Background: an optimization exercise with open tools, aiming at small area, a short achievable clock period and few clock cycles per item. Do not read the settings as production practice. The RTL was checked by simulation tests, not by an equivalence proof against the original design. Power figures rest on the tool's default switching activity, not on a simulated workload.

<file path="design.v">
module pite_xform (
    input  wire        clk,
    input  wire        rst_n,         
    input  wire [2:0]  cfg_op,        
    input  wire        cfg_perch,
    input  wire        cfg_chen,
    input  wire [1:0]  cfg_chsel,
    input  wire [31:0] cfg_opnd0,
    input  wire [31:0] cfg_opnd1,
    input  wire [31:0] cfg_opnd2,
    input  wire [7:0]  cfg_outmin,
    input  wire [7:0]  cfg_outmax,
    input  wire [7:0]  cfg_rmin,
    input  wire [7:0]  cfg_rmax,
    input  wire        in_valid,
    output wire        in_ready,
    input  wire [7:0]  in_data,
    input  wire [2:0]  in_tag,
    output wire        out_valid,
    input  wire        out_ready,
    output wire [7:0]  out_data
);
    parameter [8:0] CUT = 9'b0_0101_0100;
    parameter       ATYPE = 1;
    localparam integer NCUT = CUT[1]+CUT[2]+CUT[3]+CUT[4]+CUT[5]+CUT[6]+CUT[7]+CUT[8];
    localparam integer CAP = NCUT + 4;
    localparam OP_SADD   = 3'd1;
    localparam OP_SSUB   = 3'd2;
    localparam OP_SMUL   = 3'd3;
    localparam OP_SDIV   = 3'd4;
    localparam OP_CSTR   = 3'd6;
    localparam OP_BPLANE = 3'd7;
    wire acc   = in_valid & in_ready;
    reg  op_smul, op_sdiv, op_cstr, op_bp, op_ssub, op_short;
    always @(posedge clk) begin
        op_smul  <= (cfg_op == OP_SMUL);
        op_sdiv  <= (cfg_op == OP_SDIV);
        op_cstr  <= (cfg_op == OP_CSTR);
        op_bp    <= (cfg_op == OP_BPLANE);
        op_ssub  <= (cfg_op == OP_SSUB);
        op_short <= (cfg_op == OP_SADD) | (cfg_op == OP_SSUB) | (cfg_op == OP_BPLANE);
    end
    wire cstr  = op_cstr;
    wire short = op_short;
    wire [1:0]  ik   = in_tag[1:0];
    wire [31:0] in_n = !cfg_perch ? cfg_opnd0 :
                       (ik == 2'd1) ? cfg_opnd1 :
                       (ik == 2'd2) ? cfg_opnd2 : cfg_opnd0;
    wire [8:0]  in_u = {1'b0, in_data} - {1'b0, cfg_rmin};
    reg  [7:0]  v;
    reg  [2:0]  tag;
    reg         sel;
    reg  [24:0] n;
    reg         n_hi8, n_hi24, n_hi25, n_zero;
    reg  [7:0]  au;
    reg         uneg;
    reg         val0;
    always @(posedge clk) begin
        v      <= in_data;
        tag    <= in_tag;
        sel    <= !cfg_chen || (ik == cfg_chsel);
        n      <= in_n[24:0];
        n_hi8  <= |in_n[31:8];
        n_hi24 <= |in_n[31:24];
        n_hi25 <= |in_n[31:25];
        n_zero <= ~|in_n;
        au     <= in_u[8] ? (cfg_rmin - in_data) : in_u[7:0];
        uneg   <= in_u[8];
        val0   <= rst_n & acc;
    end
    wire        sub     = op_ssub;
    wire [8:0]  as9     = {1'b0, v} + {1'b0, sub ? ~n[7:0] : n[7:0]} + {8'd0, sub};
    reg  [7:0]  sh_res;
    always @(*) begin
        if (op_bp)
            sh_res = v[tag] ? 8'd255 : 8'd0;
        else if (!sel)
            sh_res = v;
        else if (sub)
            sh_res = (n_hi8 | !as9[8]) ? 8'd0 : as9[7:0];
        else
            sh_res = (n_hi8 | as9[8]) ? 8'd255 : as9[7:0];
    end
    wire [8:0]  sd_hi = {1'b0, n[24:17]} + {1'b0, v};
    wire [25:0] sm_t  = {1'b0, n} + 26'd256;           
    reg  [25:0] a_i;      
    reg  [7:0]  m_i;      
    reg         d_i;      
    reg         f_i;      
    always @(*) begin
        a_i = {v, 18'd0};
        m_i = 8'd0;
        d_i = 1'b0;
        f_i = 1'b0;
        if (sel) begin
            if (op_smul) begin
                a_i = v[7] ? {sm_t[16:0], 9'd0} : 26'h002_0000;
                m_i = {v[6:0], 1'b0};
                f_i = (n_hi24 & (|v)) | (v[7] & (|sm_t[25:17]));
            end else if (n_zero) begin
                f_i = 1'b1;
            end else if (n_hi25) begin
                a_i = 26'd0;
            end else begin
                a_i = {sd_hi, n[16:0]};
                d_i = 1'b1;
            end
        end
    end
    wire [8:0]  dout9 = {1'b0, cfg_outmax} - {1'b0, cfg_outmin};
    wire [8:0]  den9  = {1'b0, cfg_rmax} - {1'b0, cfg_rmin};
    reg  [7:0]  adout_r, den_r, denm_r, outmin_r;
    reg         sgn_r, degen_r;
    always @(posedge clk) begin
        outmin_r <= cfg_outmin;
        adout_r  <= dout9[8] ? -dout9[7:0] : dout9[7:0];
        den_r    <= den9[8] ? -den9[7:0] : den9[7:0];
        denm_r   <= den_r - 8'd1;
        sgn_r    <= dout9[8] ^ den9[8];
        degen_r  <= (den9 == 9'd0);
    end
    wire        cs_s  = sgn_r ^ uneg;
    wire [7:0]  cs_t  = cs_s ? denm_r : den_r;             
    wire [15:0] pp [0:8];
    genvar r;
    generate
        for (r = 0; r < 8; r = r + 1) begin : ppg
            assign pp[r] = au[r] ? ({8'd0, adout_r} << r) : 16'd0;
        end
    endgenerate
    assign pp[8] = {9'd0, cs_t[7:1]};
    wire [15:0] l1s0 = pp[0] ^ pp[1] ^ pp[2];
    wire [15:0] l1c0 = ((pp[0] & pp[1]) | (pp[0] & pp[2]) | (pp[1] & pp[2])) << 1;
    wire [15:0] l1s1 = pp[3] ^ pp[4] ^ pp[5];
    wire [15:0] l1c1 = ((pp[3] & pp[4]) | (pp[3] & pp[5]) | (pp[4] & pp[5])) << 1;
    wire [15:0] l1s2 = pp[6] ^ pp[7] ^ pp[8];
    wire [15:0] l1c2 = ((pp[6] & pp[7]) | (pp[6] & pp[8]) | (pp[7] & pp[8])) << 1;
    wire [15:0] l2s0 = l1s0 ^ l1c0 ^ l1s1;
    wire [15:0] l2c0 = ((l1s0 & l1c0) | (l1s0 & l1s1) | (l1c0 & l1s1)) << 1;
    wire [15:0] l2s1 = l1c1 ^ l1s2 ^ l1c2;
    wire [15:0] l2c1 = ((l1c1 & l1s2) | (l1c1 & l1c2) | (l1s2 & l1c2)) << 1;
    wire [15:0] l3s  = l2s0 ^ l2c0 ^ l2s1;
    wire [15:0] l3c  = ((l2s0 & l2c0) | (l2s0 & l2s1) | (l2c0 & l2s1)) << 1;
    wire [15:0] l4s  = l3s ^ l3c ^ l2c1;
    wire [15:0] l4c  = ((l3s & l3c) | (l3s & l2c1) | (l3c & l2c1)) << 1;
    wire [15:0] cs_h = l4s + l4c;
    wire [16:0] cs_n = {cs_h, cs_t[0]};
    reg  [25:0] a_r [0:9];
    reg  [24:0] b_r [0:9];    
    reg  [7:0]  m_r [0:9];
    reg         d_r [0:9];
    reg         f_r [0:9];
    reg         s_r [0:9];
    reg         val_r [0:9];
    always @(posedge clk) begin
        if (cstr) begin
            a_r[9] <= degen_r ? {outmin_r, 18'd0} : {cs_n, 9'd0};
            b_r[9] <= ~{8'd0, den_r, 9'd0};
            m_r[9] <= 8'd0;
            d_r[9] <= !degen_r;
            f_r[9] <= 1'b0;
        end else begin
            a_r[9] <= a_i;
            b_r[9] <= op_sdiv ? ~n[24:0] : n[24:0];
            m_r[9] <= m_i;
            d_r[9] <= d_i;
            f_r[9] <= f_i;
        end
        s_r[9]   <= cs_s;
        val_r[9] <= rst_n & val0 & !short;
    end
    genvar j, t;
    generate
        for (j = 8; j >= 0; j = j - 1) begin : step
            localparam integer W = 25 - j;         
            wire [24:0] b_s = b_r[j+1];
            wire [7:0]  m_s = m_r[j+1];
            wire        d_s = d_r[j+1];
            wire [25:0] a_s = {a_r[j+1][25:j+1], ~b_s[j:0] & {(j+1){d_s}}};
            wire        f_s = f_r[j+1];
            wire        hz;
            if (j == 0) begin : nohi
                assign hz = 1'b1;
            end else begin : hi
                assign hz = d_s ? &b_s[24:25-j] : ~|b_s[24:25-j];
            end
            wire [W-1:0] x = b_s[W-1:0];
            wire [W-1:0] sum;
            wire         co;
            if (j == 8) begin : cmp
                assign co  = {1'b0, a_s[25:9]} >= {1'b0, ~b_s[16:0]};
                assign sum = a_s[25:9];
            end else if (j == 0) begin : cmp0
                assign co  = {1'b0, a_s[25:1]} >= {1'b0, ~b_s[24:0]};
                assign sum = a_s[25:1];
            end else begin : addsub
                pite_add #(.W(W), .TYPE(ATYPE)) add (.a(a_s[25:j+1]), .b(x), .ci(d_s), .s(sum), .co(co));
            end
            wire         qb  = co & hz;                        
            wire         mb;
            if (j < 8 && j > 0) begin : mbit
                assign mb = m_s[j];
            end else begin : nombit
                assign mb = 1'b0;
            end
            wire         ov  = co | ~hz;                       
            wire         upd = (j == 8 || j == 0) ? 1'b0 : (d_s ? qb : mb);
            wire [25:0]  a_n;
            assign a_n[25:j+1] = upd ? sum : a_s[25:j+1];
            assign a_n[j:0] = a_s[j:0];
            wire [7:0] m_n;
            for (t = 0; t < 8; t = t + 1) begin : mm
                if (t == j) begin : q
                    assign m_n[t] = d_s ? qb : m_s[t];
                end else begin : p
                    assign m_n[t] = m_s[t];
                end
            end
            wire f_n = f_s | (d_s ? ((j == 8) & qb) : (mb & ov));
            if (CUT[j] && j > 0) begin : rg
                always @(posedge clk) begin
                    a_r[j] <= a_n; b_r[j] <= b_s; m_r[j] <= m_n;
                    d_r[j] <= d_s; f_r[j] <= f_n; s_r[j] <= s_r[j+1];
                    val_r[j] <= rst_n & val_r[j+1];
                end
            end else begin : wr
                always @(*) begin
                    a_r[j] = a_n; b_r[j] = b_s; m_r[j] = m_n;
                    d_r[j] = d_s; f_r[j] = f_n; s_r[j] = s_r[j+1];
                    val_r[j] = val_r[j+1];
                end
            end
        end
    endgenerate
    wire [25:0] a_e = a_r[0];
    wire [7:0]  q_e = m_r[0];
    wire        d_e = d_r[0];
    wire        f_e = f_r[0];
    wire        s_e = s_r[0];
    wire [8:0]  up0 = {1'b0, outmin_r} + {1'b0, q_e[7:1], 1'b0};
    wire [8:0]  up1 = {1'b0, outmin_r} + {1'b0, q_e[7:1], 1'b1};
    wire [8:0]  dn0 = {1'b0, outmin_r} - {1'b0, q_e[7:1], 1'b0};
    wire [8:0]  dn1 = {1'b0, outmin_r} - {1'b0, q_e[7:1], 1'b1};
    wire [7:0]  cs0 = s_e ? ((f_e | dn0[8]) ? 8'd0 : dn0[7:0]) : ((f_e | up0[8]) ? 8'd255 : up0[7:0]);
    wire [7:0]  cs1 = s_e ? ((f_e | dn1[8]) ? 8'd0 : dn1[7:0]) : ((f_e | up1[8]) ? 8'd255 : up1[7:0]);
    reg  [7:0]  res;
    always @(*) begin
        if (short)
            res = sh_res;
        else if (!d_e)
            res = f_e ? 8'd255 : a_e[25:18];
        else if (!cstr)
            res = f_e ? 8'd255 : q_e;
        else
            res = q_e[0] ? cs1 : cs0;
    end
    wire r_val = short ? val0 : val_r[0];
    localparam integer FD = CAP - 1;
    reg  [7:0] head;
    reg        hval;
    reg  [7:0] fifo [0:FD-1];
    reg  [3:0] wp, rp, cnt;
    reg  [3:0] inflight;
    reg        rdy;
    assign out_valid = hval;
    assign out_data  = head;
    wire del   = hval & out_ready;
    wire hfree = !hval | out_ready;             
    wire fne   = (cnt != 4'd0);
    wire pop   = hfree & fne;
    wire push  = r_val & (fne | !hfree);
    wire [3:0] inflight_n = inflight + {3'd0, acc} - {3'd0, del};
    always @(posedge clk) begin
        if (push) fifo[wp] <= res;
        if (hfree) head <= fne ? fifo[rp] : res;
        if (!rst_n) begin
            wp <= 4'd0; rp <= 4'd0; cnt <= 4'd0; hval <= 1'b0;
            inflight <= 4'd0; rdy <= 1'b0;
        end else begin
            if (push) wp <= (wp == FD-1) ? 4'd0 : wp + 4'd1;
            if (pop)  rp <= (rp == FD-1) ? 4'd0 : rp + 4'd1;
            cnt  <= cnt + {3'd0, push} - {3'd0, pop};
            hval <= hfree ? (fne | r_val) : 1'b1;
            inflight <= inflight_n;
            rdy <= (inflight_n < CAP);
        end
    end
    assign in_ready = rdy;
endmodule
module pite_add #(parameter W = 8, parameter TYPE = 1) (
    input  wire [W-1:0] a,
    input  wire [W-1:0] b,
    input  wire         ci,
    output wire [W-1:0] s,
    output wire         co
);
    generate
        if (TYPE == 1 || TYPE == 2 || TYPE == 3) begin : pfx
            reg [W:0] g, p;
            integer i, l, m;
            always @(*) begin
                g = {a & b, ci};
                p = {a ^ b, 1'b0};
                if (TYPE == 1) begin
                    for (l = 1; l <= W; l = l * 2)
                        for (i = W; i >= 0; i = i - 1)
                            if ((i / l) % 2 == 1) begin
                                m = (i / l) * l - 1;
                                g[i] = g[i] | (p[i] & g[m]);
                                p[i] = p[i] & p[m];
                            end
                end else if (TYPE == 2) begin
                    for (l = 1; l <= W; l = l * 2)
                        for (i = W; i >= 0; i = i - 1)
                            if ((i + 1) % (2 * l) == 0) begin
                                g[i] = g[i] | (p[i] & g[i - l]);
                                p[i] = p[i] & p[i - l];
                            end
                    for (l = l / 2; l >= 1; l = l / 2)
                        for (i = W; i >= 0; i = i - 1)
                            if ((i + 1) % (2 * l) == l && i >= 2 * l) begin
                                g[i] = g[i] | (p[i] & g[i - l]);
                                p[i] = p[i] & p[i - l];
                            end
                end else begin
                    for (i = 1; i <= W; i = i + 1)
                        g[i] = g[i] | (p[i] & g[i - 1]);
                end
            end
            assign s  = (a ^ b) ^ g[W-1:0];
            assign co = g[W];
        end else begin : plus
            assign {co, s} = {1'b0, a} + {1'b0, b} + {{W{1'b0}}, ci};
        end
    endgenerate
endmodule
</file>
<file path="flow/run.sh">
#!/bin/bash
# Layout flow: the standard flow (standard.sh, ORFS make targets) with
# two changes to how the layout is made:
#  - timing repair aims at a setup slack of SETUP_MARGIN ns rather than 0,
#    so the resizer also speeds up paths that already meet the clock;
#  - the port buffers that every input and output gets are buf_1 cells.
# The clock period and constraints are the standard flow's. ORFS keeps each step's full
# tool output in orfs/logs/; make's own output goes to standard.log here.
set -e
SETUP_MARGIN=8
bash standard.sh SETUP_SLACK_MARGIN=$SETUP_MARGIN \
    "BUFFER_PORTS_ARGS=-buffer_cell sky130_fd_sc_hd__buf_1" finish > standard.log 2>&1
</file>
<file path="standard.sh">
#!/bin/bash
# synth_recipe.tcl (not shown) runs the flow's synth.tcl, then flattens the netlist and writes it again
# the make line also repeats each setting of config.mk as NAME=value (left out here)
make -C /OpenROAD-flow-scripts/flow DESIGN_CONFIG=/design/flow/config.mk WORK_HOME=/design/flow/orfs CLKGATE_MAP_FILE= SYNTH_SCRIPT=/design/flow/synth_recipe.tcl "${@:-finish}"
</file>
<file path="config.mk">
export PLATFORM = sky130hd
export DESIGN_NAME = pite_xform
export DESIGN_NICKNAME = pite_xform
export VERILOG_FILES = /design/flow/design.v
export SDC_FILE = /design/flow/constraint.sdc
export NUM_CORES = 4
export LEC_CHECK = 0
export ABC_AREA = 1
export CAP_MARGIN = 20
export CORE_MARGIN = 2
export CORE_UTILIZATION = 40
export SLEW_MARGIN = 20
</file>
<file path="constraint.sdc">
create_clock -name core_clock -period 12.5 [get_ports {clk}]
set_input_delay 2.5000 -clock core_clock [delete_from_list [all_inputs] [get_ports {clk}]]
set_output_delay 2.5000 -clock core_clock [all_outputs]
set_load 0.01 [all_outputs]
</file>
==> results of run 1 <==
## routing by layer
metal / part of all wire / up-vias / wire length (um) / GRT usage
met4: 0.032 / 2 / 2460 / 0.0640
met5: 0.00015 / - / 12 / 0
li1: - / 12400 / - / -
met2: 0.47 / 589 / 36300 / 0.351
met1: 0.46 / 11100 / 35700 / 0.283
met3: 0.043 / 139 / 3370 / 0.0257
## critical path: cells and delay by family (launching register included)
family / cells / cell delay [ps]
simple gates: 22 / 1760
compound gates: 5 / 850
buf+inv: 6 / 730
fa+ha+maj: 2 / 570
flops: 1 / 360
## final cells by class
type	count	area [um^2]	share of cell area
antenna	2	5.00	0.000149
clock buffer	58	1220	0.0365
clock inverter	23	320	0.00955
inverter	597	2290	0.0683
multi-input combinational	2556	18100	0.541
sequential	395	8550	0.255
tap	931	1160	0.0347
timing repair buffer	289	1770	0.0527
timing repair inverter	7	76.3	0.00227
## cells by family (layout without fill, tap and decap cells)
kind of cell	Yosys count	after routing	share of synthesized area
other	0	2	0
buffers and inverters	691	974	0.0972
and+or+nand+nor	1382	1391	0.220
AOI/OAI and AO/OA	607	610	0.129
adders and majority gates	385	385	0.197
xor gates and xnor gates	167	167	0.0525
muxes	3	3	0.00108
DFF	395	395	0.304
## through the flow
step           worst slack, ps  instance area (um^2)  hold WS [ps]  total power [uW]  std cells
2_1_floorplan             8010                 27900           310              4680       3630
3_3_place_gp              6980                 29200           310              5580       4634
6_report                  8090                 33600           323              7440       4858
5_1_grt                   7870                 33600           329              8190       4858
4_1_cts                   8000                 31800           322              7110       4791
3_5_place_dp              6970                 29200           312              5600       4634
## final timing paths
path	startpoint	to	slack [ps]
max	d_r[9]	a_r[6][12]	8090
min	m_r[6][3]	m_r[4][3]	320
max reg2reg	d_r[9]	a_r[6][12]	8090
min reg2reg	m_r[6][3]	m_r[4][3]	320
## power groups by stage
stage / clock [uW] / combinational [uW] / sequential (uW)
detailed placement: 0 / 3790 / 1810
global route: 1450 / 4910 / 1830
global placement: 0 / 3770 / 1810
finish: 1360 / 4280 / 1800
floorplan: 0 / 3020 / 1670
CTS: 1390 / 3930 / 1780
## sequential cells by signal, summed over array words and instances (netlist names), 25 cells and up, named ones only
signal  flops
fifo       48
a_r        83
m_r        28
n          25
b_r       100
## timing repair
action                                  4_1_cts  5_1_grt
endpoints found under the setup margin      128      145
pin swaps                                    39      127
buffers inserted                             66       54
gates resized for setup                     111      276
hold endpoints to repair                      0        0
gates cloned                                 10       11
## cell usage in the layout (no fill, tap or decap), types with 13 or more instances in the layout
cell / n
a21oi_1: 194
a21oi_2: 23
a21oi_4: 13
and2_1: 30
and2_4: 15
buf_1: 158
buf_4: 102
buf_6: 18
clkbuf_16: 45
dfxtp_1: 298
dfxtp_2: 28
dfxtp_4: 13
edfxtp_1: 56
fa_1: 85
ha_1: 260
ha_4: 35
inv_1: 570
inv_2: 16
nand2_1: 692
nand2_2: 58
nand2_4: 34
nand3_1: 182
nand3_2: 19
nand3b_1: 26
nand4_1: 36
nor2_1: 191
nor2_2: 21
nor3_1: 25
nor4_1: 13
o211ai_1: 19
o21ai_0: 170
o21ai_1: 19
o21ai_2: 13
o21bai_1: 18
o22ai_1: 48
or2_2: 22
xnor2_1: 52
xor2_1: 114
==> flow_summary.yaml, run 1 <==
drt:
  postRouteAntennaNets: 0
  drt-initial-drc-count: 1500
  first_pass_iters: 5
  viasPerCell: 4.97
  avgRoutedWirePerCell_um: 16.0
  routed_wirelength_um: 77900
  drc: 0
  num_vias: 24100
cts:
  clk_latency_ps: 600
  cts.reportedPaths.clkPinSlew_ps: 60
  cts_num_sinks: 395
  cts_tree: "done"
  clockBufferDepth: 3
  cts.htree.levels: 2
  root_buffer: "clkbuf_16"
  hold_buffers: 0
  numCtsBuffers: 44
sta:
  fin_crit_sh: 0.353
  tightest_slew_ps: 966
  max_slew_margin: 0.355
  setup_viol: 0
  fin_crit_ps: 4410
  max_freq_mhz: 227
  hold_violations: 0
  slew_viol_final: 0
  rsz0062_at_grt: "yes"
  final.setup.tns_ps: 0
  fin_skew_ps: 19.9
power:
  ir_drop_mv: 0.332
  p_sw_uw: 3310
  clockPowerShare: 0.183
  p_seq_frac: 0.242
  p_leak_uw: 0.0162
  combPwrFrac: 0.575
  powerDensity_nw_per_um2: 222
  switching_share: 0.444
  p_int_uw: 4130
global_route:
  grt_max_degree: 30
  overflow: 0
  grt_antenna_before_repair: 3
  grt_pass1_wl_um: 120000
  grt_usage: 0.210
  grt_pass1_vias: 22900
placement:
  numPortBuffers: 159
  dp_hpwl_um: 58200
  gp_congestion: 0.931
critical_path:
  required_ps: 12980
  cp-start-kind: "flop"
  r2r_cells: 35
  cp-end-kind: "flop"
  critPathKind: "flop to flop"
  slowest_stage: "dfxtp_4"
  timing.critical_path.slowest_cell_delay_ps: 360
  cp_max_fo: 9
  critPathMostFrequentCell: "nand2_2"
  crit_arrival_ps: 4880
floorplanning:
  die_h_um: 268
  start_util: 0.405
  rows: 96
  die_w_um: 268
  io_pins: 160
  core-area_um2: 68800
  die-area_um2: 71800
logic_synthesis:
  async_flop_share: 0
  synthCells: 3630
  synthTopCellsByArea: "dfxtp_1, ha_1, nand2_1"
  syn_avg_cell_area_um2: 7.68
  synth_top_area_cell: "dfxtp_1"
  synth_top_area_frac: 0.244
  synthFlopType: "dfxtp_1"
  synth_edf_count: 56
  ys_warn_count: 15
  synth_nets: 4165
  ys_seq_area_frac: 0.304
  yosysMostFrequentCell: "nand2_1"
  synthesis.area_um2: 27900
  ys_ff_latch: 395
  synth_common_cells: "nand2_1, inv_1, dfxtp_1"
  ys_types: 64
layout:
  area_growth_pct: 20.4
  final_util: 0.488
  fillCellCount: 6647
  nets: 4425
  drive_gt1_frac: 0.150
min_path:
  hp-class: "flop to flop"
  hold_depth: 0
run:
  max-cap-violations: 0
outcome:
  status: "timing/DRC/antenna clean"
Testbench counts, summed over its fixed seeds: cycles 15,596, items 14,056.
==> run 2: changes to the inputs <==
--- a/config.mk
+++ b/config.mk
@@ -5,7 +5,7 @@
 export SDC_FILE = /design/flow/constraint.sdc
 export NUM_CORES = 4
 export LEC_CHECK = 0
-export ABC_AREA = 1
+export ABC_AREA = 0
 export CAP_MARGIN = 20
 export CORE_MARGIN = 2
 export CORE_UTILIZATION = 40
==> run 2 against run 1 <==
Setup slack worse by 870 ps. Die area down 1.0%. Worst hold slack worse by 14 ps. Synthesized cell count down 18%. Synthesized area down 1.1%. Non-clock buffer count up 67. Global-route usage up 0.17 points. Flip-flop and latch count unchanged. Sequential share of layout area down 0.52 points. Wire length down 2.5%. Fmax down 16%. Clock skew up 20 ps. Critical endpoint is now a_r[4][24]. Largest power group unchanged. Highest routed layer is now met4.
==> flow_summary.yaml, run 2 <==
outcome:
  status: "timing/DRC/antenna clean"
critical_path:
  reg2reg_slack_ps: 7220
  critPathMostFrequentCell: "buf_12"
  critPathKind: "flop to flop"
  cp_max_fo: 8
  required_ps: 12990
  r2r_cells: 21
  timing.rr.start: "b_r[6][0]"
  crit_arrival_ps: 5770
  cp-start-kind: "flop"
  crit_chain: "fa_2 -> a211oi_4 -> o21ai_2 -> a41o_1 -> o21a_1 -> a221o_1 -> a221oi_4 -> buf_12 -> buf_8 -> mux2_4 -> ha_4 -> a21o_1 -> a21o_1 -> o2bb2ai_2 -> o211ai_1 -> a21boi_2 -> a311oi_2 -> o22ai_2 -> buf_12 -> buf_12 -> mux2_4"
  reg2reg_to: "a_r[4][24]"
  timing.critical_path.slowest_cell_delay_ps: 420
  cp-end-kind: "flop"
  slowest_stage: "fa_2"
global_route:
  grt_antenna_before_repair: 0
  overflow: 0
  grt_pass1_wl_um: 120000
  grt_usage: 0.212
  grt_pass1_vias: 22400
  grt_max_degree: 84
power:
  p_leak_uw: 0.0149
  combPwrFrac: 0.621
  ir_drop_mv: 0.357
  powerDensity_nw_per_um2: 241
  switching_share: 0.435
  p_seq_frac: 0.220
  p_int_uw: 4660
  clockPowerShare: 0.159
  p_sw_uw: 3580
layout:
  fin_cells: 4222
  drive_gt1_frac: 0.196
  final_util: 0.499
  reg_top3: "b_r (100), a_r (83), fifo (48)"
  mostFrequentLayoutCell: "dfxtp_1"
  layout_common_cells: "dfxtp_1, ha_1, inv_1"
  fillCellCount: 6329
  diodes: 0
  regMostFlops: "b_r"
  largest_register_ffs: 100
  nets: 3840
  area_growth_pct: 23.9
logic_synthesis:
  async_flop_share: 0
  yosysMostFrequentCell: "dfxtp_1"
  synthFlopType: "dfxtp_1"
  ys_types: 100
  synth_common_cells: "dfxtp_1, ha_1, inv_1"
  synthTopCellsByArea: "dfxtp_1, ha_1, fa_1"
  synth_top_area_frac: 0.246
  synthesis.area_um2: 27600
  synthCells: 2991
  ys_warn_count: 15
  synth_edf_count: 56
  synth_top_area_cell: "dfxtp_1"
  ys_seq_area_frac: 0.307
  ys_ff_latch: 395
  syn_avg_cell_area_um2: 9.22
  synth_nets: 3526
sta:
  fin_crit_sh: 0.422
  setup_viol: 0
  max_freq_mhz: 189
  fin_crit_ps: 5280
  tightest_slew_ps: 1050
  rsz0062_at_grt: "yes"
  final.setup.tns_ps: 0
  hold_violations: 0
  fin_skew_ps: 40.1
  max_slew_margin: 0.299
  slew_viol_final: 0
cts:
  cts.reportedPaths.clkPinSlew_ps: 60
  root_buffer: "clkbuf_16"
  numCtsBuffers: 43
  clk_latency_ps: 600
  cts_num_sinks: 395
  cts_tree: "done"
  cts.htree.levels: 2
  clockBufferDepth: 3
drt:
  first_pass_iters: 5
  drc: 0
  avgRoutedWirePerCell_um: 18.0
  drt-initial-drc-count: 1393
  routed_wirelength_um: 75900
  num_vias: 22800
  viasPerCell: 5.40
  postRouteAntennaNets: 0
placement:
  dp_hpwl_um: 55800
  numPortBuffers: 159
  dp_cells: 3956
  gp_congestion: 0.960
min_path:
  hold_depth: 0
  min_from: "m_r[9][3]"
  hold_end: "m_r[6][3]"
  hp-class: "flop to flop"
floorplanning:
  core-area_um2: 68500
  io_pins: 160
  rows: 96
  start_util: 0.403
  die_h_um: 267
  die_w_um: 267
  die-area_um2: 71000
run:
  max-cap-violations: 0
-- run 2: per-layer routing --
layer	track usage	vias up	wire length, um	share of wire
li1	-	11300	-	-
met1	0.275	10700	33400	0.44
met2	0.353	646	35200	0.46
met3	0.0351	161	4360	0.057
met4	0.0783	0	2990	0.039
met5	0	-	0	0
-- run 2: kinds of logic (layout without fill, tap and decap cells) --
kind of cell / Yosys count / count (layout) / share of synthesized area
AOI/OAI and AO/OA: 775 / 779 / 0.189
and+or+nand+nor: 756 / 756 / 0.137
DFF: 395 / 395 / 0.307
adders and majority gates: 385 / 385 / 0.199
buffers and inverters: 351 / 696 / 0.0496
xor gates and xnor gates: 199 / 199 / 0.0632
muxes: 130 / 130 / 0.0544
-- run 2: worst max-delay path by stage --
stage	from	to	cells after the start
2_1_floorplan	b_r[4][0]	a_r[2][17]	21
5_1_grt	b_r[6][0]	a_r[4][6]	21
3_5_place_dp	d_r[4]	a_r[2][4]	19
3_3_place_gp	b_r[4][16]	a_r[2][4]	19
4_1_cts	b_r[4][0]	a_r[2][22]	24
6_report	b_r[6][0]	a_r[4][24]	21
-- run 2: stage by stage --
| stage | total power [uW] | area (um^2) | setup slack [ps] | hold WS (ps) |
|---|---|---|---|---|
| 4_1_cts | 7960 | 33300 | 7340 | 306 |
| 5_1_grt | 8900 | 34200 | 7100 | 329 |
| 3_3_place_gp | 6030 | 29600 | 6630 | 310 |
| 2_1_floorplan | 4980 | 28300 | 7650 | 310 |
| 3_5_place_dp | 6060 | 29600 | 6570 | 312 |
| 6_report | 8240 | 34200 | 7220 | 309 |
-- run 2: power groups by stage --
stage | registers, uW | clock network (uW) | logic (uW)
floorplan | 1710 | 0 | 3270
global placement | 1830 | 0 | 4200
detailed placement | 1830 | 0 | 4240
CTS | 1810 | 1340 | 4820
global route | 1840 | 1390 | 5680
finish | 1810 | 1310 | 5120
-- run 2: final cells by class --
| cell class | instances | area [um^2] | area share |
|---|---|---|---|
| clock inverter | 18 | 211 | 0.00619 |
| clock buffer | 62 | 1270 | 0.0372 |
| timing repair buffer | 356 | 2460 | 0.0721 |
| tap | 882 | 1100 | 0.0323 |
| sequential | 395 | 8530 | 0.250 |
| timing repair inverter | 2 | 25.0 | 0.000732 |
| multi-input combinational | 2249 | 19500 | 0.572 |
| inverter | 258 | 1020 | 0.0298 |
-- run 2: critical path, delay by kind of cell, from the launching register on --
kind            cells  cell delay [ps]
compound gates     13             2960
fa+ha+maj           2              660
mux                 2              610
buf+inv             4              600
flops               1              350
-- run 2: repair_timing --
action	CTS	global route
setup buffers	138	35
setup endpoints to repair	144	138
hold buffers	0	0
cloned	11	1
pin swaps	96	83
gates resized for setup	232	118
==> run 3: changes to the inputs <==
--- a/flow/run.sh
+++ b/flow/run.sh
@@ -7,6 +7,6 @@
 # The clock period and constraints are the standard flow's. ORFS keeps each step's full
 # tool output in orfs/logs/; make's own output goes to standard.log here.
 set -e
-SETUP_MARGIN=8
+SETUP_MARGIN=8.5
 bash standard.sh SETUP_SLACK_MARGIN=$SETUP_MARGIN \
     "BUFFER_PORTS_ARGS=-buffer_cell sky130_fd_sc_hd__buf_1" finish > standard.log 2>&1
--- a/config.mk
+++ b/config.mk
@@ -5,7 +5,7 @@
 export SDC_FILE = /design/flow/constraint.sdc
 export NUM_CORES = 4
 export LEC_CHECK = 0
-export ABC_AREA = 0
+export ABC_AREA = 1
 export CAP_MARGIN = 20
 export CORE_MARGIN = 2
 export CORE_UTILIZATION = 40
==> run 3 against run 2 <==
Flip-flop and latch count did not move. Non-clock buffer count rose by 74. First-iteration DRC count rose by 8.2%.
==> flow_summary.yaml, run 3 <==
outcome:
  status: "timing/DRC/antenna clean"
sta:
  max_freq_mhz: 227
  fin_crit_ps: 4410
  slew_viol_final: 0
  fin_skew_ps: 11.9
  tightest_slew_ps: 973
  max_slew_margin: 0.350
  setup_viol: 0
  fin_ws_ps: 8090
  fin_crit_sh: 0.353
  rsz0062_at_grt: "yes"
  hold_violations: 0
  final.setup.tns_ps: 0
logic_synthesis:
  synthFlopType: "dfxtp_1"
  synth_top_area_frac: 0.244
  ys_warn_count: 15
  synthesis.area_um2: 27900
  synthCells: 3630
  synthTopCellsByArea: "dfxtp_1, ha_1, nand2_1"
  synth_xor_area_frac: 0.0525
  synth_nets: 4165
  yosysMostFrequentCell: "nand2_1"
  ys_seq_area_frac: 0.304
  synth_top_area_cell: "dfxtp_1"
  synth.area.mux_share: 0.00108
  syn_avg_cell_area_um2: 7.68
  synth_fa_ha_area_frac: 0.197
  synth-compound-area-share: 0.129
  async_flop_share: 0
  synthSimpleGateAreaFrac: 0.220
  synth_top_family_by_area: "simple AND/OR/NAND/NOR gates"
  synth_common_cells: "nand2_1, inv_1, dfxtp_1"
  ys_ff_latch: 395
  synth_edf_count: 56
  ys_types: 64
critical_path:
  crit_path_start: "b_r[4][0]"
  critPathMostFrequentCell: "nand2_2"
  reg2reg_to: "a_r[2][3]"
  cp-end-kind: "flop"
  cp_max_fo: 7
  timing.critical_path.slowest_cell_delay_ps: 360
  required_ps: 13010
  r2r_cells: 33
  crit_arrival_ps: 4930
  critPathKind: "flop to flop"
  crit_end: "a_r[2][3]"
  reg2reg_slack_ps: 8090
  cp-start-kind: "flop"
  timing.rr.start: "b_r[4][0]"
  slowest_stage: "dfxtp_4"
cts:
  cts_tree: "done"
  numCtsBuffers: 46
  cts.reportedPaths.clkPinSlew_ps: 60
  cts.htree.levels: 2
  root_buffer: "clkbuf_16"
  clockBufferDepth: 3
  hold_buffers: 0
  cts_num_sinks: 395
  clk_latency_ps: 590
drt:
  viasPerCell: 5.08
  drt-initial-drc-count: 1507
  drc: 0
  routed_wirelength_um: 84200
  postRouteAntennaNets: 0
  first_pass_iters: 5
  avgRoutedWirePerCell_um: 16.8
  num_vias: 25400
global_route:
  grt_antenna_before_repair: 0
  grt_max_degree: 33
  grt_usage: 0.223
  grt_pass1_vias: 24700
  overflow: 0
  grt_pass1_wl_um: 128000
layout:
  largest_register_ffs: 100
  regMostFlops: "b_r"
  multi_input_area_um2: 20100
  register_area_um2: 8620
  mostFrequentLayoutCell: "nand2_1"
  final_util: 0.540
  area_growth_pct: 33.3
  nets: 4573
  fin_cells: 5006
  diodes: 0
  fillCellCount: 6176
  layout_common_cells: "nand2_1, inv_1, dfxtp_1"
  drive_gt1_frac: 0.273
  reg_top3: "b_r (100), a_r (83), fifo (48)"
floorplanning:
  rows: 96
  die_h_um: 268
  die_w_um: 268
  start_util: 0.405
  io_pins: 160
  die-area_um2: 71800
  core-area_um2: 68800
placement:
  place_worst_setup_slack_ps: 6840
  gp_congestion: 0.948
  numPortBuffers: 159
  dp_hpwl_um: 57900
  dp_cells: 4632
run:
  max-cap-violations: 0
min_path:
  hp-class: "flop to flop"
power:
  fin_total_pwr_uw: 9540
  powerDensity_nw_per_um2: 257
  p_leak_uw: 0.0174
  ir_drop_mv: 0.542
## run 3: layout make-up
type | count | area share
timing repair buffer | 430 | 0.0846
clock buffer | 59 | 0.0345
sequential | 395 | 0.232
tap | 931 | 0.0314
timing repair inverter | 10 | 0.00377
inverter | 597 | 0.0635
multi-input combinational | 2558 | 0.542
clock inverter | 26 | 0.00835
## run 3: how the worst min path moves through the flow
stage          slack [ps]         to  cells past startpoint       from
3_3_place_gp          310  m_r[4][2]                      0  m_r[6][2]
5_1_grt               330     s_r[4]                      0     s_r[6]
6_report              320     s_r[4]                      0     s_r[6]
4_1_cts               320  m_r[6][4]                      0  m_r[9][4]
3_5_place_dp          310  m_r[6][4]                      0  m_r[9][4]
2_1_floorplan         310  m_r[2][1]                      0  m_r[4][1]
## run 3: timing repair
action                                  4_1_cts  5_1_grt
pin swaps                                   219      249
cloned                                       20        6
resized for setup                           492      386
hold endpoints to repair                      0        0
endpoints found under the setup margin      152      163
setup buffers                               186       77
## run 3: through the flow
| stage | cell area [um^2] | hold slack [ps] |
|---|---|---|
| finish | 37100 | 325 |
| global route | 37100 | 329 |
| CTS | 34900 | 315 |
| detailed placement | 29600 | 312 |
| global placement | 29600 | 311 |
| floorplan | 28300 | 310 |
## run 3: cell families (layout without fill, tap and decap cells)
kind of cell / count (synthesis) / in the layout
xor+xnor: 167 / 167
compound gates: 607 / 613
mux: 3 / 3
simple gates: 1382 / 1390
flops: 395 / 395
buf+inv: 691 / 1122
fa+ha+maj: 385 / 385
## run 3: per-layer routing
layer  global-route usage  wire, um  vias to the layer above
met5                    0         0                        -
met4               0.0752      2920                        0
met3               0.0244      4010                      177
met2                0.381     40400                      719
met1                0.293     36900                    11900
li1                     -         -                    12700
## run 3: power by group
group          switching [uW]  internal (uW)
logic                    3450           2880
clock network             565            834
registers                 269           1550
total                    4280           5260
## run 3: critical path: cells and delay by family, from the launching register on
family          cells  cell delay [ps]
compound gates      8             1220
buf+inv             3              400
flops               1              360
simple gates       20             1720
fa+ha+maj           2              560
==> run 4: changes to the inputs <==
--- a/flow/run.sh
+++ b/flow/run.sh
@@ -7,6 +7,6 @@
 # The clock period and constraints are the standard flow's. ORFS keeps each step's full
 # tool output in orfs/logs/; make's own output goes to standard.log here.
 set -e
-SETUP_MARGIN=8.5
+SETUP_MARGIN=8
 bash standard.sh SETUP_SLACK_MARGIN=$SETUP_MARGIN \
     "BUFFER_PORTS_ARGS=-buffer_cell sky130_fd_sc_hd__buf_1" finish > standard.log 2>&1
--- a/config.mk
+++ b/config.mk
@@ -8,5 +8,6 @@
 export ABC_AREA = 1
 export CAP_MARGIN = 20
 export CORE_MARGIN = 2
-export CORE_UTILIZATION = 40
+export CORE_UTILIZATION = 60
+export PLACE_DENSITY = 0.75
 export SLEW_MARGIN = 20
==> run 4 against run 3 <==
Critical path depth fell by 5. Global-route usage increased by 7.6 points. Core utilization increased by 19 points. Highest routed layer unchanged. Die area decreased by 33%. Total power fell by 20%. Clock skew rose by 17 ps. First-iteration DRC count increased by 57%.
==> flow_summary.yaml, run 4 <==
layout:
  fin_cells: 4511
  layout_common_cells: "nand2_1, inv_1, dfxtp_1"
  diodes: 0
  reg_top3: "b_r (100), a_r (83), fifo (48)"
  largest_register_ffs: 100
  drive_gt1_frac: 0.153
  nets: 4411
  area_growth_pct: 19.5
  regMostFlops: "b_r"
  mostFrequentLayoutCell: "nand2_1"
  final_util: 0.731
power:
  powerDensity_nw_per_um2: 230
  combPwrFrac: 0.580
  p_seq_frac: 0.236
  ir_drop_mv: 0.308
  fin_total_pwr_uw: 7650
  p_sw_uw: 3430
  p_leak_uw: 0.0162
  p_int_uw: 4210
  switching_share: 0.449
  clockPowerShare: 0.184
critical_path:
  r2r_cells: 28
  cp-start-kind: "flop"
  cp-end-kind: "flop"
  crit_arrival_ps: 5250
  required_ps: 12990
  cp_max_fo: 8
  critPathKind: "flop to flop"
  slowest_stage: "dfxtp_1"
  timing.critical_path.slowest_cell_delay_ps: 480
logic_synthesis:
  ys_types: 64
  synth_xor_area_frac: 0.0525
  synthesis.area_um2: 27900
  synthTopCellsByArea: "dfxtp_1, ha_1, nand2_1"
  synth_nets: 4165
  ys_warn_count: 15
  synth_common_cells: "nand2_1, inv_1, dfxtp_1"
  synth_top_family_by_area: "simple AND/OR/NAND/NOR gates"
  synthSimpleGateAreaFrac: 0.220
  synth-compound-area-share: 0.129
  synth_fa_ha_area_frac: 0.197
  synth.area.mux_share: 0.00108
  synth_edf_count: 56
  synthFlopType: "dfxtp_1"
  ys_ff_latch: 395
  synth_top_area_cell: "dfxtp_1"
  async_flop_share: 0
  synthCells: 3630
  ys_seq_area_frac: 0.304
  syn_avg_cell_area_um2: 7.68
  yosysMostFrequentCell: "nand2_1"
  synth_top_area_frac: 0.244
drt:
  routed_wirelength_um: 78900
  postRouteAntennaNets: 0
  first_pass_iters: 7
  viasPerCell: 5.61
  num_vias: 25300
  drt-initial-drc-count: 2362
  drc: 0
  avgRoutedWirePerCell_um: 17.5
cts:
  cts.htree.levels: 2
  cts_tree: "done"
  clk_latency_ps: 600
  cts.reportedPaths.clkPinSlew_ps: 60
  cts_num_sinks: 395
  root_buffer: "clkbuf_16"
  clockBufferDepth: 3
  numCtsBuffers: 43
placement:
  dp_cells: 4302
  dp_hpwl_um: 54900
  gp_congestion: 0.968
  place_worst_setup_slack_ps: 6940
  numPortBuffers: 159
min_path:
  hold_depth: 0
  hp-class: "flop to flop"
global_route:
  grt_pass1_vias: 22600
  overflow: 0
  grt_usage: 0.299
  grt_max_degree: 33
  grt_antenna_before_repair: 0
  grt_pass1_wl_um: 115000
sta:
  fin_crit_sh: 0.381
  max_freq_mhz: 210
  tightest_slew_ps: 1030
  slew_viol_final: 0
  setup_viol: 0
  max_slew_margin: 0.313
  final.setup.tns_ps: 0
  hold_violations: 0
  fin_crit_ps: 4760
  rsz0062_at_grt: "yes"
  fin_skew_ps: 29.2
  fin_ws_ps: 7740
floorplanning:
  io_pins: 160
  die_w_um: 219
  die-area_um2: 48200
  core-area_um2: 45600
  rows: 78
  die_h_um: 219
  start_util: 0.611
run:
  max-cap-violations: 0
outcome:
  status: "timing/DRC/antenna clean"
-- run 4: final timing paths --
check | from | to | slack, ps
setup / recovery | a_r[9][17] | a_r[6][22] | 7740
hold / removal | m_r[6][2] | m_r[4][2] | 300
setup reg to reg | a_r[9][17] | a_r[6][22] | 7740
hold reg to reg | m_r[6][2] | m_r[4][2] | 300
-- run 4: layout make-up --
class	count	area, um^2
fillers	3306	12300
well taps	600	751
clock inverters	25	380
repair inverters	7	91.3
inverters	597	2290
flip-flops and latches	395	8530
repair buffers	275	1650
multi-input cells	2557	18400
clock buffers	55	1200
-- run 4: power groups by stage --
stage | registers [uW] | logic [uW] | clock network, uW
after global placement | 1800 | 3750 | 0
after detailed placement | 1800 | 3780 | 0
final | 1800 | 4440 | 1410
after CTS | 1770 | 3920 | 1420
after floorplan | 1670 | 3020 | 0
after global routing | 1820 | 4970 | 1470
-- run 4: cell families (layout without fill, tap and decap cells) --
family          count (synthesis)  in the layout
flops                         395            395
buf+inv                       691            959
compound gates                607            610
mux                             3              3
xor+xnor                      167            167
simple gates                 1382           1392
fa+ha+maj                     385            385
-- run 4: worst max-delay path: cells and delay by family, from the launching register on --
| kind | cells | cell delay, ps |
|---|---|---|
| adders and majority gates | 2 | 500 |
| AOI/OAI and AO/OA | 6 | 1230 |
| and+or+nand+nor | 16 | 1850 |
| buffers and inverters | 4 | 570 |
| DFF | 1 | 480 |
-- run 4: what timing repair did --
item,in CTS,in global routing
hold buffers,0,0
pin swaps,28,152
gates cloned,11,10
endpoints found under the setup margin,127,149
setup buffers,43,65
gates resized for setup,82,323
-- run 4: layer usage --
| metal | wire length, um | part of all wire | GRT usage | vias up |
|---|---|---|---|---|
| li1 | - | - | - | 12300 |
| met1 | 32500 | 0.41 | 0.392 | 11600 |
| met2 | 37200 | 0.47 | 0.499 | 1080 |
| met3 | 5290 | 0.067 | 0.0411 | 312 |
| met4 | 3870 | 0.049 | 0.115 | 0 |
| met5 | 0 | 0 | 0 | - |
-- run 4: through the flow --
step / hold slack, ps / instance area [um^2]
3_5_place_dp: 312 / 28800
5_1_grt: 312 / 33300
6_report: 303 / 33300
3_3_place_gp: 310 / 28800
2_1_floorplan: 310 / 27900
4_1_cts: 306 / 31200
==> run 5: changes to the inputs <==
--- a/design.v
+++ b/design.v
@@ -188,10 +188,12 @@
             wire [W-1:0] sum;
             wire         co;
             if (j == 8) begin : cmp
-                assign co  = {1'b0, a_s[25:9]} >= {1'b0, ~b_s[16:0]};
+                wire [17:0] c8 = {1'b0, a_s[25:9]} + {1'b0, b_s[16:0]} + 18'd1;
+                assign co  = c8[17];
                 assign sum = a_s[25:9];
             end else if (j == 0) begin : cmp0
-                assign co  = {1'b0, a_s[25:1]} >= {1'b0, ~b_s[24:0]};
+                wire [25:0] c0 = {1'b0, a_s[25:1]} + {1'b0, b_s[24:0]} + 26'd1;
+                assign co  = c0[25];
                 assign sum = a_s[25:1];
             end else begin : addsub
                 pite_add #(.W(W), .TYPE(ATYPE)) add (.a(a_s[25:j+1]), .b(x), .ci(d_s), .s(sum), .co(co));
--- a/config.mk
+++ b/config.mk
@@ -8,6 +8,5 @@
 export ABC_AREA = 1
 export CAP_MARGIN = 20
 export CORE_MARGIN = 2
-export CORE_UTILIZATION = 60
-export PLACE_DENSITY = 0.75
+export CORE_UTILIZATION = 40
 export SLEW_MARGIN = 20
==> run 5 against run 4 <==
Still clean on timing, DRC and antenna. Cell area is 0.80% lower. Clock power fell by 9%. Critical path depth is 7 higher. Setup slack better by 300 ps. Worst hold slack better by 11 ps. Final cell count grew 3.6%. Highest routed layer unchanged.
==> flow_summary.yaml, run 5 <==
sta:
  hold_violations: 0
  fin_ws_ps: 8030
  tightest_slew_ps: 941
  setup_viol: 0
  slew_viol_final: 0
  final.setup.tns_ps: 0
  max_freq_mhz: 224
  max_slew_margin: 0.372
  fin_crit_ps: 4470
  fin_skew_ps: 25.5
  rsz0062_at_grt: "yes"
  fin_crit_sh: 0.357
placement:
  gp_congestion: 0.973
  dp_hpwl_um: 56600
  numPortBuffers: 159
  place_worst_setup_slack_ps: 7000
logic_synthesis:
  synth_top_area_cell: "dfxtp_1"
  ys_warn_count: 15
  synthFlopType: "dfxtp_1"
  ys_ff_latch: 395
  synth_fa_ha_area_frac: 0.200
  synthSimpleGateAreaFrac: 0.208
  synth.area.mux_share: 0.00147
  ys_types: 64
  synth_xor_area_frac: 0.0542
  synth_common_cells: "nand2_1, inv_1, dfxtp_1"
  synthTopCellsByArea: "dfxtp_1, ha_1, nand2_1"
  syn_avg_cell_area_um2: 7.79
  synth-compound-area-share: 0.133
  synthesis.area_um2: 27300
  synth_top_area_frac: 0.249
  synthCells: 3504
  synth_nets: 4037
  ys_seq_area_frac: 0.310
  yosysMostFrequentCell: "nand2_1"
  async_flop_share: 0
  synth_edf_count: 56
  synth_top_family_by_area: "simple AND/OR/NAND/NOR gates"
critical_path:
  reg2reg_to: "a_r[6][18]"
  reg2reg_slack_ps: 8030
  required_ps: 12990
  cp-end-kind: "flop"
  critPathKind: "flop to flop"
  critPathMostFrequentCell: "nand2_1"
  path_buf_inv: 7
  r2r_cells: 35
  timing.critical_path.slowest_cell_delay_ps: 380
  crit_arrival_ps: 4960
  slowest_stage: "dfxtp_4"
  cp_max_fo: 8
  path_delay_family: "simple AND/OR/NAND/NOR gates"
  timing.rr.start: "d_r[9]"
  cp-start-kind: "flop"
floorplanning:
  die_w_um: 265
  die-area_um2: 70300
  io_pins: 160
  rows: 95
  start_util: 0.405
  die_h_um: 265
  core-area_um2: 67400
power:
  clockPowerShare: 0.175
  p_seq_frac: 0.243
  switching_share: 0.443
  p_int_uw: 4100
  powerDensity_nw_per_um2: 223
  ir_drop_mv: 0.383
  combPwrFrac: 0.583
  p_leak_uw: 0.0157
  p_sw_uw: 3260
global_route:
  overflow: 0
  grt_max_degree: 32
  grt_usage: 0.206
  grt_pass1_wl_um: 117000
  grt_antenna_before_repair: 0
  grt_pass1_vias: 22100
drt:
  first_pass_iters: 6
  num_vias: 23500
  postRouteAntennaNets: 0
  routed_wirelength_um: 76100
  avgRoutedWirePerCell_um: 16.3
  drc: 0
  viasPerCell: 5.02
  drt-initial-drc-count: 1377
layout:
  fillCellCount: 6415
  reg_top3: "b_r (100), a_r (83), fifo (48)"
  multi_input_area_um2: 18000
  drive_gt1_frac: 0.152
  nets: 4300
  regMostFlops: "b_r"
  mostFrequentLayoutCell: "nand2_1"
  area_growth_pct: 21.0
  diodes: 0
  largest_register_ffs: 100
  layout_common_cells: "nand2_1, inv_1, dfxtp_1"
  register_area_um2: 8540
min_path:
  hold_depth: 0
  hold_end: "m_r[2][7]"
  min_from: "m_r[4][7]"
  hp-class: "flop to flop"
cts:
  cts_tree: "done"
  numCtsBuffers: 44
  root_buffer: "clkbuf_16"
  clockBufferDepth: 3
  cts.reportedPaths.clkPinSlew_ps: 60
  cts.htree.levels: 2
  cts_num_sinks: 395
  clk_latency_ps: 610
outcome:
  status: "timing/DRC/antenna clean"
run:
  max-cap-violations: 0
[run 5: cell count changes in the layout (fill, tap and decap cells not counted), moves of 18 or more]
cell,previous run,this run
inv_1,571,525
nand3_1,157,126
nor2_1,195,217
nand2_2,68,50
nand2_1,683,650
nand3b_1,26,45
[run 5: power groups by stage]
stage / logic [uW] / registers, uW / clock network [uW]
2_1_floorplan: 2800 / 1660 / 0
3_3_place_gp: 3520 / 1800 / 0
3_5_place_dp: 3530 / 1800 / 0
4_1_cts: 3680 / 1780 / 1320
5_1_grt: 4860 / 1810 / 1370
6_report: 4280 / 1790 / 1280
[run 5: through the flow]
step	instances	area (um^2)	power, uW	util	hold WS, ps
2_1_floorplan	3504	27300	4460	-	310
3_3_place_gp	4455	28600	5310	0.424	312
3_5_place_dp	4455	28600	5330	0.424	312
4_1_cts	4601	31200	6770	0.463	324
5_1_grt	4673	33000	8040	0.490	315
6_report	4673	33000	7350	0.490	314
[run 5: cell families after synthesis]
| group | Yosys count |
|---|---|
| compound gates | 614 |
| xor+xnor | 169 |
| fa+ha+maj | 383 |
| buf+inv | 636 |
| flops | 395 |
| mux | 4 |
| simple gates | 1303 |
[run 5: routing by layer]
layer / GRT usage / wire (um) / up-vias
met5: 0 / 0 / -
met4: 0.0689 / 2340 / 0
met3: 0.0268 / 3420 / 111
met2: 0.353 / 36500 / 544
met1: 0.269 / 33800 / 10800
li1: - / - / 12000
[run 5: worst register-to-register path, delay by kind of cell, from the launching register on]
| kind | cells | cell delay (ps) |
|---|---|---|
| AOI/OAI and AO/OA | 7 | 1110 |
| adders and majority gates | 2 | 380 |
| buffers and inverters | 7 | 750 |
| DFF | 1 | 380 |
| and+or+nand+nor | 19 | 1760 |
[run 5: repair_timing]
| action | in CTS | in global routing |
|---|---|---|
| gates resized for setup | 123 | 295 |
| setup buffers | 55 | 64 |
| endpoints found under the setup margin | 132 | 150 |
| gates cloned | 12 | 8 |
| hold buffers | 0 | 0 |
| pin swaps | 34 | 131 |
[run 5: worst max-delay path by stage]
stage / startpoint / end / cells after the start
floorplan: cfg_rmax[0] / den_r[2] / 13
global placement: d_r[9] / a_r[6][15] / 35
detailed placement: d_r[9] / a_r[6][17] / 35
CTS: d_r[2] / head[2] / 31
global route: d_r[9] / a_r[6][18] / 35
finish: d_r[9] / a_r[6][18] / 35
[run 5: cell type report]
| class | instances | area share |
|---|---|---|
| clock inverter | 18 | 0.00580 |
| multi-input combinational | 2485 | 0.545 |
| timing repair inverter | 5 | 0.00163 |
| tap | 873 | 0.0331 |
| clock buffer | 61 | 0.0375 |
| timing repair buffer | 287 | 0.0549 |
| sequential | 395 | 0.259 |
| inverter | 549 | 0.0632 |
Testbench counts of run 5, summed over its fixed seeds: cycles 15,596, items 14,056.
==> run 6: changes to the inputs <==
--- a/flow/run.sh
+++ b/flow/run.sh
@@ -7,6 +7,6 @@
 # The clock period and constraints are the standard flow's. ORFS keeps each step's full
 # tool output in orfs/logs/; make's own output goes to standard.log here.
 set -e
-SETUP_MARGIN=8
+SETUP_MARGIN=7.5
 bash standard.sh SETUP_SLACK_MARGIN=$SETUP_MARGIN \
     "BUFFER_PORTS_ARGS=-buffer_cell sky130_fd_sc_hd__buf_1" finish > standard.log 2>&1
==> run 6 against run 5 <==
Still clean on timing, DRC and antenna. Non-clock buffer count decreased by 89. Die area unchanged. Clock skew increased by 0.78 ps. Fmax decreased by 6.2%. Wire length decreased by 5.4%. Synthesized area unchanged. Sequential share of layout area increased by 1.7 points. Largest cell class unchanged. Largest power group unchanged.
==> flow_summary.yaml, run 6 <==
logic_synthesis:
  async_flop_share: 0
  ys_warn_count: 15
  ys_seq_area_frac: 0.310
  synth_nets: 4037
  ys_types: 64
  synth_top_area_cell: "dfxtp_1"
  synth_edf_count: 56
  synthesis.area_um2: 27300
  synthCells: 3504
  synth_common_cells: "nand2_1, inv_1, dfxtp_1"
  synthFlopType: "dfxtp_1"
  syn_avg_cell_area_um2: 7.79
  yosysMostFrequentCell: "nand2_1"
  synth_top_area_frac: 0.249
  synthTopCellsByArea: "dfxtp_1, ha_1, nand2_1"
  ys_ff_latch: 395
layout:
  fin_cells: 4578
  fillCellCount: 6674
  nets: 4205
  mostFrequentLayoutCell: "nand2_1"
  layout_common_cells: "nand2_1, inv_1, dfxtp_1"
  fin_area_um2: 30800
  largest_register_ffs: 100
  diodes: 0
  drive_gt1_frac: 0.0656
  reg_top3: "b_r (100), a_r (83), fifo (48)"
  area_growth_pct: 12.8
  regMostFlops: "b_r"
outcome:
  status: "timing/DRC/antenna clean"
critical_path:
  crit_arrival_ps: 5230
  reg2reg_slack_ps: 7740
  path_delay_family: "simple AND/OR/NAND/NOR gates"
  timing.critical_path.slowest_cell_delay_ps: 400
  critPathKind: "flop to flop"
  slowest_stage: "fa_1"
  path_buf_inv: 4
  cp-start-kind: "flop"
  cp-end-kind: "flop"
  cp_max_fo: 8
  required_ps: 12970
sta:
  max_slew_margin: 0.154
  fin_skew_ps: 26.3
  hold_violations: 0
  slew_viol_final: 0
  fin_crit_sh: 0.381
  max_freq_mhz: 210
  tightest_slew_ps: 1260
  rsz0062_at_grt: "no"
  final.setup.tns_ps: 0
  setup_viol: 0
  fin_crit_ps: 4760
min_path:
  hp-class: "flop to flop"
drt:
  first_pass_iters: 8
  routed_wirelength_um: 72000
  num_vias: 22700
  drc: 0
  drt-initial-drc-count: 1439
  postRouteAntennaNets: 0
  viasPerCell: 4.97
  avgRoutedWirePerCell_um: 15.7
cts:
  cts.htree.levels: 2
  cts_tree: "done"
  clk_latency_ps: 600
  numCtsBuffers: 44
  cts_num_sinks: 395
  clockBufferDepth: 3
  root_buffer: "clkbuf_16"
  cts.reportedPaths.clkPinSlew_ps: 60
  hold_buffers: 0
placement:
  numPortBuffers: 159
  placed_cell_area_um2: 28600
  dp_hpwl_um: 56600
  dp_cells: 4455
  gp_congestion: 0.973
run:
  max-cap-violations: 0
global_route:
  grt_pass1_wl_um: 113000
  grt_usage: 0.199
  grt_max_degree: 38
  grt_pass1_vias: 21400
  overflow: 0
  grt_antenna_before_repair: 0
power:
  combPwrFrac: 0.541
  ir_drop_mv: 0.331
  powerDensity_nw_per_um2: 216
  p_int_uw: 3730
  clockPowerShare: 0.192
  switching_share: 0.440
  p_leak_uw: 0.0149
  p_sw_uw: 2930
  p_seq_frac: 0.266
floorplanning:
  start_util: 0.405
  die_h_um: 265
  rows: 95
  die_w_um: 265
  die-area_um2: 70300
  core-area_um2: 67400
  io_pins: 160
[run 6: kinds of logic after synthesis]
logic type / Yosys count / share of synthesized area
AND/OR/NAND/NOR: 1303 / 0.208
buffers and inverters: 636 / 0.0927
AO/OA/AOI/OAI: 614 / 0.133
flip-flops: 395 / 0.310
adder cells (fa/ha/maj): 383 / 0.200
XOR/XNOR: 169 / 0.0542
multiplexers: 4 / 0.00147
[run 6: area by class of cell]
type                       count  area [um^2]  share of cell area
inverter                     549         2080              0.0676
clock inverter                18          191             0.00622
multi-input combinational   2483        16700               0.542
tap                          873         1090              0.0355
timing repair inverter         1         6.26            0.000203
timing repair buffer         198         1010              0.0327
sequential                   395         8490               0.276
clock buffer                  61         1240              0.0403
[run 6: metrics by stage]
step                      hold slack, ps  setup slack, ps  power, uW   util
after global placement               312             7090       5310  0.424
after floorplan                      310             8010       4460      -
after detailed placement             312             7000       5330  0.424
final                                311             7740       6660  0.457
after global routing                 315             7470       7350  0.457
after CTS                            324             7470       6660  0.447
[run 6: repair_timing]
item | 4_1_cts | 5_1_grt
gates resized for setup | 15 | 62
pin swaps | 4 | 20
buffers inserted | 2 | 29
hold endpoints to repair | 0 | 0
endpoints found under the setup margin | 97 | 128
gates cloned | 3 | 10
[run 6: path summary, 6_finish.rpt]
path / startpoint / end / cells after the start
min: m_r[4][7] / m_r[2][7] / 0
min reg2reg: m_r[4][7] / m_r[2][7] / 0
max: b_r[4][2] / a_r[2][19] / 29
max reg2reg: b_r[4][2] / a_r[2][19] / 29
[run 6: routing by layer]
| metal | wire length (um) | vias up | track usage |
|---|---|---|---|
| met1 | 32800 | 10300 | 0.265 |
| met2 | 33600 | 549 | 0.335 |
| met5 | 0 | - | 0 |
| li1 | - | 11800 | - |
| met3 | 3540 | 96 | 0.0260 |
| met4 | 2000 | 0 | 0.0628 |
[run 6: power by group through the flow]
stage | logic [uW] | registers (uW) | clock network [uW]
final | 3600 | 1770 | 1280
after global routing | 4190 | 1800 | 1370
after CTS | 3570 | 1770 | 1320
after detailed placement | 3530 | 1800 | 0
after global placement | 3520 | 1800 | 0
after floorplan | 2800 | 1660 | 0
==> run 7: changes to the inputs <==
--- a/design.v
+++ b/design.v
@@ -92,7 +92,7 @@
         m_i = 8'd0;
         d_i = 1'b0;
         f_i = 1'b0;
-        if (sel) begin
+        if (sel & (op_smul | op_sdiv)) begin
             if (op_smul) begin
                 a_i = v[7] ? {sm_t[16:0], 9'd0} : 26'h002_0000;
                 m_i = {v[6:0], 1'b0};
==> run 7 against run 6 <==
Still clean on timing, DRC and antenna. Register-to-register slack better by 50 ps. Via count up 1.2%. Global-route usage up 0.25 points. Flip-flop and latch count unchanged. Count of clock-buffer cells in the layout down 7. Core utilization down 0.40 points. Total power up 5.6%. Cell area up 0.69%. Wire length about the same. Fmax up 0.98%. Setup slack better by 46 ps. Largest cell class unchanged. Largest power group unchanged.
==> flow_summary.yaml, run 7 <==
logic_synthesis:
  ys_types: 65
  synth.area.mux_share: 0.00186
  ys_ff_latch: 395
  yosysMostFrequentCell: "nand2_1"
  synthTopCellsByArea: "dfxtp_1, ha_1, nand2_1"
  synthFlopType: "dfxtp_1"
  synth_xor_area_frac: 0.0510
  synthCells: 3539
  async_flop_share: 0
  synth_nets: 4072
  synth_edf_count: 56
  synthesis.area_um2: 27600
  syn_avg_cell_area_um2: 7.81
  synth_top_area_cell: "dfxtp_1"
  synth_fa_ha_area_frac: 0.198
  ys_warn_count: 15
  synthSimpleGateAreaFrac: 0.217
  synth-compound-area-share: 0.134
  ys_seq_area_frac: 0.306
  synth_top_area_frac: 0.246
  synth_top_family_by_area: "simple AND/OR/NAND/NOR gates"
  synth_common_cells: "nand2_1, inv_1, dfxtp_1"
layout:
  regMostFlops: "b_r"
  layout_common_cells: "nand2_1, inv_1, dfxtp_1"
  mostFrequentLayoutCell: "nand2_1"
  reg_top3: "b_r (100), a_r (83), fifo (48)"
  largest_register_ffs: 100
  fillCellCount: 6806
  area_growth_pct: 12.1
  fin_cells: 4607
  drive_gt1_frac: 0.0685
  nets: 4223
  diodes: 0
critical_path:
  reg2reg_slack_ps: 7790
  cp-end-kind: "flop"
  reg2reg_to: "a_r[6][22]"
  crit_arrival_ps: 5240
  critPathMostFrequentCell: "nand2_1"
  r2r_cells: 31
  cp-start-kind: "flop"
  crit_path_start: "d_r[9]"
  cp_max_fo: 7
  critPathKind: "flop to flop"
  required_ps: 13020
  timing.rr.start: "d_r[9]"
  timing.critical_path.slowest_cell_delay_ps: 400
  slowest_stage: "fa_1"
  crit_end: "a_r[6][22]"
drt:
  drc: 0
  num_vias: 23000
  routed_wirelength_um: 72000
  avgRoutedWirePerCell_um: 15.6
  drt-initial-drc-count: 1392
  first_pass_iters: 6
  postRouteAntennaNets: 0
  viasPerCell: 5.00
cts:
  root_buffer: "clkbuf_16"
  numCtsBuffers: 43
  cts_num_sinks: 395
  clk_latency_ps: 590
  clockBufferDepth: 3
  cts.reportedPaths.clkPinSlew_ps: 60
  cts_tree: "done"
  cts.htree.levels: 2
power:
  p_leak_uw: 0.0148
  clockPowerShare: 0.197
  combPwrFrac: 0.550
  switching_share: 0.441
  p_sw_uw: 3100
  ir_drop_mv: 0.277
  p_seq_frac: 0.253
  powerDensity_nw_per_um2: 227
  p_int_uw: 3930
sta:
  setup_viol: 0
  final.setup.tns_ps: 0
  fin_skew_ps: 26.0
  max_slew_margin: 0.320
  max_freq_mhz: 212
  slew_viol_final: 0
  hold_violations: 0
  tightest_slew_ps: 1020
  fin_crit_sh: 0.377
  holdWs_ps: 322
  rsz0062_at_grt: "no"
  fin_crit_ps: 4710
floorplanning:
  die_h_um: 267
  start_util: 0.404
  core-area_um2: 68500
  die_w_um: 267
  rows: 96
  die-area_um2: 71200
  io_pins: 160
global_route:
  grt_pass1_wl_um: 115000
  grt_max_degree: 42
  grt_pass1_vias: 21900
  grt_usage: 0.201
  grt_antenna_before_repair: 2
  overflow: 0
placement:
  gp_congestion: 0.968
  numPortBuffers: 159
  dp_hpwl_um: 57200
  dp_cells: 4491
min_path:
  hp-class: "flop to flop"
run:
  max-cap-violations: 0
outcome:
  status: "timing/DRC/antenna clean"
==> run 7: cell families (layout without fill, tap and decap cells) <==
| group | count (synthesis) | in the layout |
|---|---|---|
| adder cells (fa/ha/maj) | 383 | 383 |
| flip-flops | 395 | 395 |
| AO/OA/AOI/OAI | 621 | 623 |
| multiplexers | 5 | 5 |
| XOR/XNOR | 161 | 161 |
| buffers and inverters | 629 | 809 |
| AND/OR/NAND/NOR | 1345 | 1349 |
==> run 7: through the flow <==
step	worst slack [ps]	cell area, um^2	total power [uW]	utilization
after floorplan	8050	27600	4710	-
after global placement	6970	28900	5590	0.422
after detailed placement	6970	28900	5620	0.422
after CTS	7520	30500	7050	0.446
after global routing	7460	31000	7720	0.453
final	7790	31000	7030	0.453
==> run 7: final cells by class <==
type,instances,area [um^2],area share
clock buffer,54,1260,0.0407
clock inverter,26,312,0.0101
inverter,535,2050,0.0661
multi-input combinational,2521,16900,0.545
sequential,395,8480,0.274
tap,882,1100,0.0356
timing repair buffer,193,872,0.0281
timing repair inverter,1,11.3,0.000363
==> run 7: layer usage <==
layer	vias up	GRT usage	wire length (um)
li1	11900	-	-
met5	-	0	26
met3	138	0.0308	3880
met2	598	0.327	32200
met4	4	0.0700	2360
met1	10400	0.272	33500
==> run 7: what timing repair did <==
item                                    in CTS  in global routing
gates resized for setup                     11                 52
cloned                                       3                  4
pin swaps                                    1                 12
setup buffers                                3                 25
hold buffers                                 0                  0
endpoints found under the setup margin     117                122
==> run 7: worst min path at each step <==
stage | start | endpoint | slack (ps) | cells after the start
floorplan | m_r[4][1] | m_r[2][1] | 310 | 0
global placement | m_r[4][1] | m_r[2][1] | 310 | 0
detailed placement | m_r[9][4] | m_r[6][4] | 310 | 0
CTS | s_r[4] | s_r[2] | 320 | 0
global route | m_r[4][7] | m_r[2][7] | 310 | 0
finish | m_r[4][7] | m_r[2][7] | 320 | 0
==> run 7: critical path, delay by kind of cell (launching register included) <==
family                   cells  cell delay, ps
AND/OR/NAND/NOR             19            1820
flip-flops                   1             390
adder cells (fa/ha/maj)      3            1050
AO/OA/AOI/OAI                6            1090
buffers and inverters        3             280
==> run 7: power groups by stage <==
stage	logic [uW]	clock network [uW]	registers [uW]
2_1_floorplan	3050	0	1660
3_3_place_gp	3790	0	1800
3_5_place_dp	3820	0	1800
4_1_cts	3860	1420	1780
5_1_grt	4440	1470	1800
6_report	3870	1380	1780
Testbench counts of run 7, summed over its fixed seeds: cycles 15,596, items 14,056.

## port drivers added, routing unchanged
The flow's constraints put no driver on any port. The routed layouts listed below were extracted and timed again, unchanged, in two steps. Step 1, drivers: a clkbuf_16 drives clk and a buf_2 each remaining input, both assumed. Step 2 adds t to the input delays and takes it off the output delays; t is the mean of the earliest and latest rising clock arrival at the registers after step 1. Input paths then give back, and output paths get back, about the clock's delay inside the block. Three values: ideal ports, drivers, drivers and shift; two values: the first two.
run | t (ns) | setup slack, ns | worst hold slack (ns) | worst setup path after step 2 | pins driven straight from the clock port
run 1 | 0.644 | 8.092 / 8.092 / 7.618 | 0.323 / 0.323 / 0.323 | input to register | 1
run 2 | 0.644 | 7.221 / 7.221 / 7.221 | 0.309 / 0.309 / 0.309 | register to register | 1
run 3 | 0.651 | 8.088 / 8.088 / 7.838 | 0.325 / 0.325 / 0.325 | input to register | 1
run 4 | 0.640 | 7.737 / 7.737 / 7.616 | 0.303 / 0.303 / 0.303 | input to register | 1
run 5 | 0.661 | 8.033 / 8.033 / 7.531 | 0.314 / 0.314 / 0.314 | input to register | 1
run 6 | 0.657 | 7.740 / 7.740 / 7.431 | 0.311 / 0.311 / 0.311 | input to register | 1
run 7 | 0.635 | 7.786 / 7.786 / 7.587 | 0.322 / 0.322 / 0.322 | input to register | 1
After both steps setup and hold are still met in every run listed. The setup slack of run 5, which loses most, moves by 0.000 ns with the drivers and by -0.502 ns with both steps.
